What follows belongs to an exercise in optimizing a design on an open flow for small area, a short achievable clock period and few clock cycles per item; a production flow would make more cautious choices.
Function was checked by simulation only, so behaviour that the tests miss may differ from the original.
Power is estimated from default activity; no workload was simulated.

$ cat config.mk
export PLATFORM = sky130hd
export DESIGN_NAME = ptouch_rle
export DESIGN_NICKNAME = ptouch_rle
export VERILOG_FILES = /design/flow/design.v
export SDC_FILE = /design/flow/constraint.sdc
export NUM_CORES = 4
export LEC_CHECK = 0
export CAP_MARGIN = 20
export CORE_MARGIN = 2
export CORE_UTILIZATION = 40
export SLEW_MARGIN = 20
$ cat constraint.sdc
create_clock -name core_clock -period 8.0 [get_ports {clk}]
set_input_delay 1.6000 -clock core_clock [delete_from_list [all_inputs] [get_ports {clk}]]
set_output_delay 1.6000 -clock core_clock [all_outputs]
set_load 0.01 [all_outputs]
$ cat design.v
module ptouch_rle (
    input  wire       clk,
    input  wire       rst,         
    input  wire       in_valid,
    output wire       in_ready,
    input  wire [7:0] in_data,
    input  wire       in_last,
    output reg        out_valid,
    input  wire       out_ready,
    output reg  [7:0] out_data,
    output reg        out_last
);
    localparam [7:0] RUN_MAX = 8'd255;
    localparam [6:0] LIT_MAX = 7'd127;
    localparam [1:0] M_EMPTY = 2'd0,    
                     M_PEND  = 2'd1,    
                     M_RUN   = 2'd2;    
    localparam [2:0] S_IN    = 3'd0,    
                     S_FINAL = 3'd1,    
                     S_LCTL  = 3'd2,    
                     S_LDAT  = 3'd3,    
                     S_RCTL  = 3'd4,    
                     S_RVAL  = 3'd5;    
    reg [2:0] state;
    reg [1:0] mode;
    reg [7:0] p;             
    reg [6:0] k;             
    reg [7:0] run_v;
    reg [7:0] run_l;
    reg       fin;           
    reg [6:0] ek;            
    reg [6:0] idx;           
    reg [7:0] er_v;          
    reg [7:0] er_l;          
    reg       efinal;        
    reg [7:0] lit [0:126];
    assign in_ready = (state == S_IN);
    wire in_fire  = in_valid && in_ready;
    wire out_fire = out_valid && out_ready;
    always @(*) begin
        out_valid = 1'b0;
        out_data  = 8'd0;
        out_last  = 1'b0;
        case (state)
            S_LCTL: begin
                out_valid = 1'b1;
                out_data  = {1'b0, ek - 7'd1};
            end
            S_LDAT: begin
                out_valid = 1'b1;
                out_data  = lit[idx];
                out_last  = efinal && (idx == ek - 7'd1);
            end
            S_RCTL: begin
                out_valid = 1'b1;
                out_data  = 8'd1 - er_l;
            end
            S_RVAL: begin
                out_valid = 1'b1;
                out_data  = er_v;
                out_last  = efinal;
            end
            default: ;
        endcase
    end
    wire [2:0] after_record = (!efinal && fin) ? S_FINAL : S_IN;
    always @(posedge clk) begin
        if (rst) begin
            state  <= S_IN;
            mode   <= M_EMPTY;
            p      <= 8'd0;
            k      <= 7'd0;
            run_v  <= 8'd0;
            run_l  <= 8'd0;
            fin    <= 1'b0;
            ek     <= 7'd0;
            idx    <= 7'd0;
            er_v   <= 8'd0;
            er_l   <= 8'd0;
            efinal <= 1'b0;
        end else begin
            case (state)
                S_IN: if (in_fire) begin
                    fin <= in_last;
                    case (mode)
                        M_EMPTY: begin
                            p     <= in_data;
                            mode  <= M_PEND;
                            state <= in_last ? S_FINAL : S_IN;
                        end
                        M_PEND: begin
                            if (in_data == p) begin
                                mode  <= M_RUN;
                                run_v <= p;
                                run_l <= 8'd2;
                                if (k != 7'd0) begin
                                    ek     <= k;
                                    k      <= 7'd0;
                                    efinal <= 1'b0;
                                    state  <= S_LCTL;
                                end else begin
                                    state <= in_last ? S_FINAL : S_IN;
                                end
                            end else begin
                                lit[k] <= p;
                                p      <= in_data;
                                if (k == LIT_MAX - 7'd1) begin
                                    ek     <= LIT_MAX;
                                    k      <= 7'd0;
                                    efinal <= 1'b0;
                                    state  <= S_LCTL;
                                end else begin
                                    k     <= k + 7'd1;
                                    state <= in_last ? S_FINAL : S_IN;
                                end
                            end
                        end
                        default: begin  
                            if (in_data == run_v && run_l != RUN_MAX) begin
                                run_l <= run_l + 8'd1;
                                state <= in_last ? S_FINAL : S_IN;
                            end else begin
                                er_v   <= run_v;
                                er_l   <= run_l;
                                efinal <= 1'b0;
                                mode   <= M_PEND;
                                p      <= in_data;
                                k      <= 7'd0;
                                state  <= S_RCTL;
                            end
                        end
                    endcase
                end
                S_FINAL: begin
                    fin    <= 1'b0;
                    efinal <= 1'b1;
                    mode   <= M_EMPTY;
                    if (mode == M_RUN) begin
                        er_v  <= run_v;
                        er_l  <= run_l;
                        state <= S_RCTL;
                    end else begin
                        lit[k] <= p;
                        ek     <= k + 7'd1;
                        k      <= 7'd0;
                        state  <= S_LCTL;
                    end
                end
                S_LCTL: if (out_fire) begin
                    idx   <= 7'd0;
                    state <= S_LDAT;
                end
                S_LDAT: if (out_fire) begin
                    if (idx == ek - 7'd1)
                        state <= after_record;
                    else
                        idx <= idx + 7'd1;
                end
                S_RCTL: if (out_fire) state <= S_RVAL;
                S_RVAL: if (out_fire) state <= after_record;
                default: state <= S_IN;
            endcase
        end
    end
endmodule
$ cat run.sh
#!/bin/bash
# synth_recipe.tcl (not shown) runs the flow's synth.tcl, then flattens the netlist and writes it again
# the make line also repeats each setting of config.mk as NAME=value (left out here)
make -C /OpenROAD-flow-scripts/flow DESIGN_CONFIG=/design/flow/config.mk WORK_HOME=/design/flow/orfs CLKGATE_MAP_FILE= SYNTH_SCRIPT=/design/flow/synth_recipe.tcl finish
==> results by group <==
Power
  – Pwr dens: between 200 and 300 mW/mm^2
  – Switching power: around 3.1 mW
  – Leakage Power: around 15 nW
  – Power, Total: 12.8 mW
  – Sw Ratio: 24.5%
  – Sequential Power Share: 53.6%
  – Clock power frac: about 38%
  – Comb power frac: 8.6%
  – Int Pwr: around 9.6 mW
  – Maximum VDD drop: 0.151 mV

Floorplanning
  – Die height: 336 um
  – Chip width: between 300 and 400 um
  – Num rows: 121
  – Die area: roughly 0.11 mm^2
  – # IOs: 24
  – CORE AREA: approximately 0.11 mm^2
  – Effective utilization at floorplan: slightly above 40%

Global route
  – Met2 usage: between 30 and 40%
  – First-pass GRT wire length: around 170,000 um
  – Busiest grt layer: met2
  – Initial antenna violation count: 3
  – GR Util met3: under 10%
  – GRT Total Usage: 20.5%
  – Met1 GRT Util: between 20% and 30%
  – Vias in the first global route: roughly 24,000
  – Largest net degree at the start of global routing: 96
  – GRT overflow: 0

Finish
  – FILL cells: between 9,000 and 10,000
  – Area Growth Syn to Fin: 11.5%
  – Share of cells above drive strength 1: 18.3%
  – Design area: about 0.05 mm^2
  – Post-Route Utilization: between 40% and 50%
  – Commonest non-fill, non-tap cell in the layout: edfxtp_1
  – Commonest non-fill, non-tap cells in the layout: 1,016 x edfxtp_1, 209 x mux4_2, 208 x nor2_1, 131 x mux2i_1, 111 x clkbuf_16
  – Fin cells: around 4,100
  – Final net count: between 2,000 and 3,000

Placed design
  – Gp weighted congestion: slightly below 0.9
  – Area of placed instances: 0.0459 mm^2
  – Input/output buffers: 23
  – Worst slack, placed: 1.77 ns
  – Dpl hpwl: between 70,000 and 80,000 um
  – Placed insts: around 3,900

Yosys
  – Post-synth EDFFs: roughly 1,000
  – Synth Flop Type: edfxtp_1
  – Largest family of logic cells by synthesized area: multiplexers
  – Post-synthesis cell area: ~0.044 mm^2
  – Register area share after synthesis: between 70 and 80%
  – Mapped Cells: approximately 2,500
  – Synth Area in Compound Gates: 5.03%
  – Syn avg cell area: 18.0 um^2
  – Synth Warn #: 1
  – Distinct cells, synth: between 90 and 100
  – Xor-xnor portion of the synthesized cell area: less than 1%
  – Post-synth ARST share: 0%
  – Post-Synth Simple-Gate Area: approximately 5.5%
  – Register bit count reported by yosys: approximately 1,100
  – Post-synthesis adder-cell area fraction: less than 1%
  – Mux share of post-synthesis cell area: 14.1%
  – Post-synth net total: ~2,500

Drt
  – Vias per cell: a little under 6
  – Vias after detailed routing: ~24,000
  – Wire per inst: roughly 28 um
  – Post-route ant nets: 0
  – Final wirelength: 115,000 um
  – Initial drt markers: between 2,000 and 3,000
  – DRC: 0
  – Drt pass-1 iters: 5

Worst setup path
  – CP peak stage delay: 0.92 ns
  – CP startpoint kind: flop
  – Critical Path Slowest Stage Cell: nor2b_1
  – Worst Path Required: 6.40 ns
  – Worst EP arrival: approximately 5.4 ns
  – Worst path top cell family by delay: compound AO/OA/AOI/OAI gates
  – Crit-path cells: buf_12, nor2b_1, a22oi_1, a22oi_1, o221ai_1, a211oi_1, o22ai_1, clkdlybuf4s50_1
  – CP dominant cell by count: a22oi_1
  – CP bufs+invs: 2
  – CP Class: reg2out
  – Crit Path Max Fanout: 49
  – Crit. End Element: output port

Timing
  – Fin crit share: a little under 90%
  – Peak Freq: about 0.14 GHz
  – Setup TNS: 0 ns
  – Fin. max-slew vios: 0
  – Setup-failing EPs final: 0
  – Final min period: 7.00 ns
  – Worst clock skew: roughly 0.013 ns
  – Final hold vios: 0
  – Worst slew pin tran: 1.21 ns
  – RSZ-0062 raised after global routing: no
  – WHS: 0.487 ns
  – Setup ws final: 1.00 ns
  – Slew HR: between 10% and 20%

Clock network
  – CTS Buf Count: around 110
  – CTS tree: yes
  – Setup Buffers After CTS: 0
  – Worst-path clk slew: about 0.060 ns
  – Worst-Skew Late Latency: approximately 0.7 ns
  – Resized cells post-CTS: 0
  – Clk root buf: clkbuf_16
  – CTS Sinks: roughly 1,100
  – H-Tree Depth: 3
  – Hold-fix buffer count after cts: 0
  – CTS Buffer Depth: 3

Hold path
  – HP Class: reg2reg

Job
  – # Max-Cap Violations: 0

Status
  – Status: no timing/DRC/antenna violations
-- worst paths after layout --
check                   startpoint               endpoint  slack (ns)  depth (start not counted)
max                           flop            out_data[1]        1.00                          8
min             ek[1]$_SDFFE_PP0P_     ek[1]$_SDFFE_PP0P_        0.49                          2
max reg2reg  state[0]$_SDFFE_PP0P_  lit[101][2]$_DFFE_PP_        3.67                          4
min reg2reg     ek[1]$_SDFFE_PP0P_     ek[1]$_SDFFE_PP0P_        0.49                          2
-- Yosys cell counts (12+ instances only) --
cell type	number	area, um^2
mux2i_1	131	1310
mux4_2	209	4710
mux2_2	18	203
and2_1	12	75.1
a22oi_1	27	203
o221ai_1	17	149
a21oi_1	54	270
nand2b_1	15	93.8
o21ai_0	39	195
nand2_1	89	334
nor2_1	209	785
nor2b_1	19	119
clkbuf_1	59	221
xnor2_1	23	201
buf_4	17	128
nand3_1	53	265
nand4_1	19	119
o22ai_1	29	181
a211oi_1	24	180
nor3_1	27	135
nor2_2	12	75.1
inv_1	16	60.1
dfxtp_1	75	1500
edfxtp_1	1016	30500
buf_2	40	200
buf_6	14	158
-- flip-flops by register name, indices dropped and copies added, names as in the netlist, named ones only --
register / flops
lit: 1016
p: 8
efinal: 1
fin: 1
mode: 2
er_l: 8
k: 7
er_v: 8
state: 3
run_v: 8
idx: 7
run_l: 8
ek: 7
-- cells by family after synthesis --
group	after synthesis
AO/OA/AOI/OAI	299
XOR/XNOR	37
adder cells (fa/ha/maj)	8
buffers and inverters	155
flip-flops	1091
multiplexers	359
AND/OR/NAND/NOR	510
-- worst min-delay path: cells and delay by family (launching register included) --
kind | cells | cell delay, ns
AO/OA/AOI/OAI | 1 | 0.07
buffers and inverters | 1 | 0.07
flip-flops | 1 | 0.31
-- final cells by class --
type | count | area (um^2) | share of cell area [%]
timing repair buffer | 62 | 576 | 1.17
tap | 1476 | 1850 | 3.75
antenna | 2 | 5.00 | 0.0102
clock inverter | 65 | 448 | 0.909
sequential | 1091 | 32100 | 65.1
clock buffer | 134 | 2870 | 5.84
inverter | 20 | 75.1 | 0.152
multi-input combinational | 1213 | 11400 | 23.1
-- routing by layer --
layer | share of wire, % | wire (um)
met1 | 41 | 47300
met3 | 9.3 | 10700
met4 | 3.1 | 3610
met5 | 0.036 | 42
met2 | 47 | 53800
-- power groups by stage --
stage          Sequential [mW]  Clock, mW  Combinational [mW]
3_5_place_dp              6.96          0                1.09
5_1_grt                   6.86       5.11                1.18
3_3_place_gp              6.95          0                1.06
2_1_floorplan             6.92          0               0.686
6_report                  6.84       4.83                1.10
4_1_cts                   6.84       4.90                1.09
Testbench counts, summed over its fixed seeds: cycles 217,280, items 176,050.

[separate check: timing with driven ports]
The results above use ideal ports. As a check the final layout listed here was re-extracted and re-timed, cells and wires unchanged. Step 1, drivers: a clkbuf_16 drives clk and a buf_2 each remaining input, both assumed. Step 2 adds t to the input delays and takes it off the output delays; t is the mean of the earliest and latest rising clock arrival at the registers after step 1. Input paths then give back, and output paths get back, about the clock's delay inside the block. Slacks: ideal / step 1 / step 2; pairs: ideal / step 1.
shift t [ns]: 0.742
setup WS [ns]: 1.002 / 0.937 / 1.679
worst slew at a driven data input, ns: 0.04
After both steps this run still meets setup and hold. The setup slack of this run moves by -0.065 ns with the drivers and by +0.677 ns with both steps.
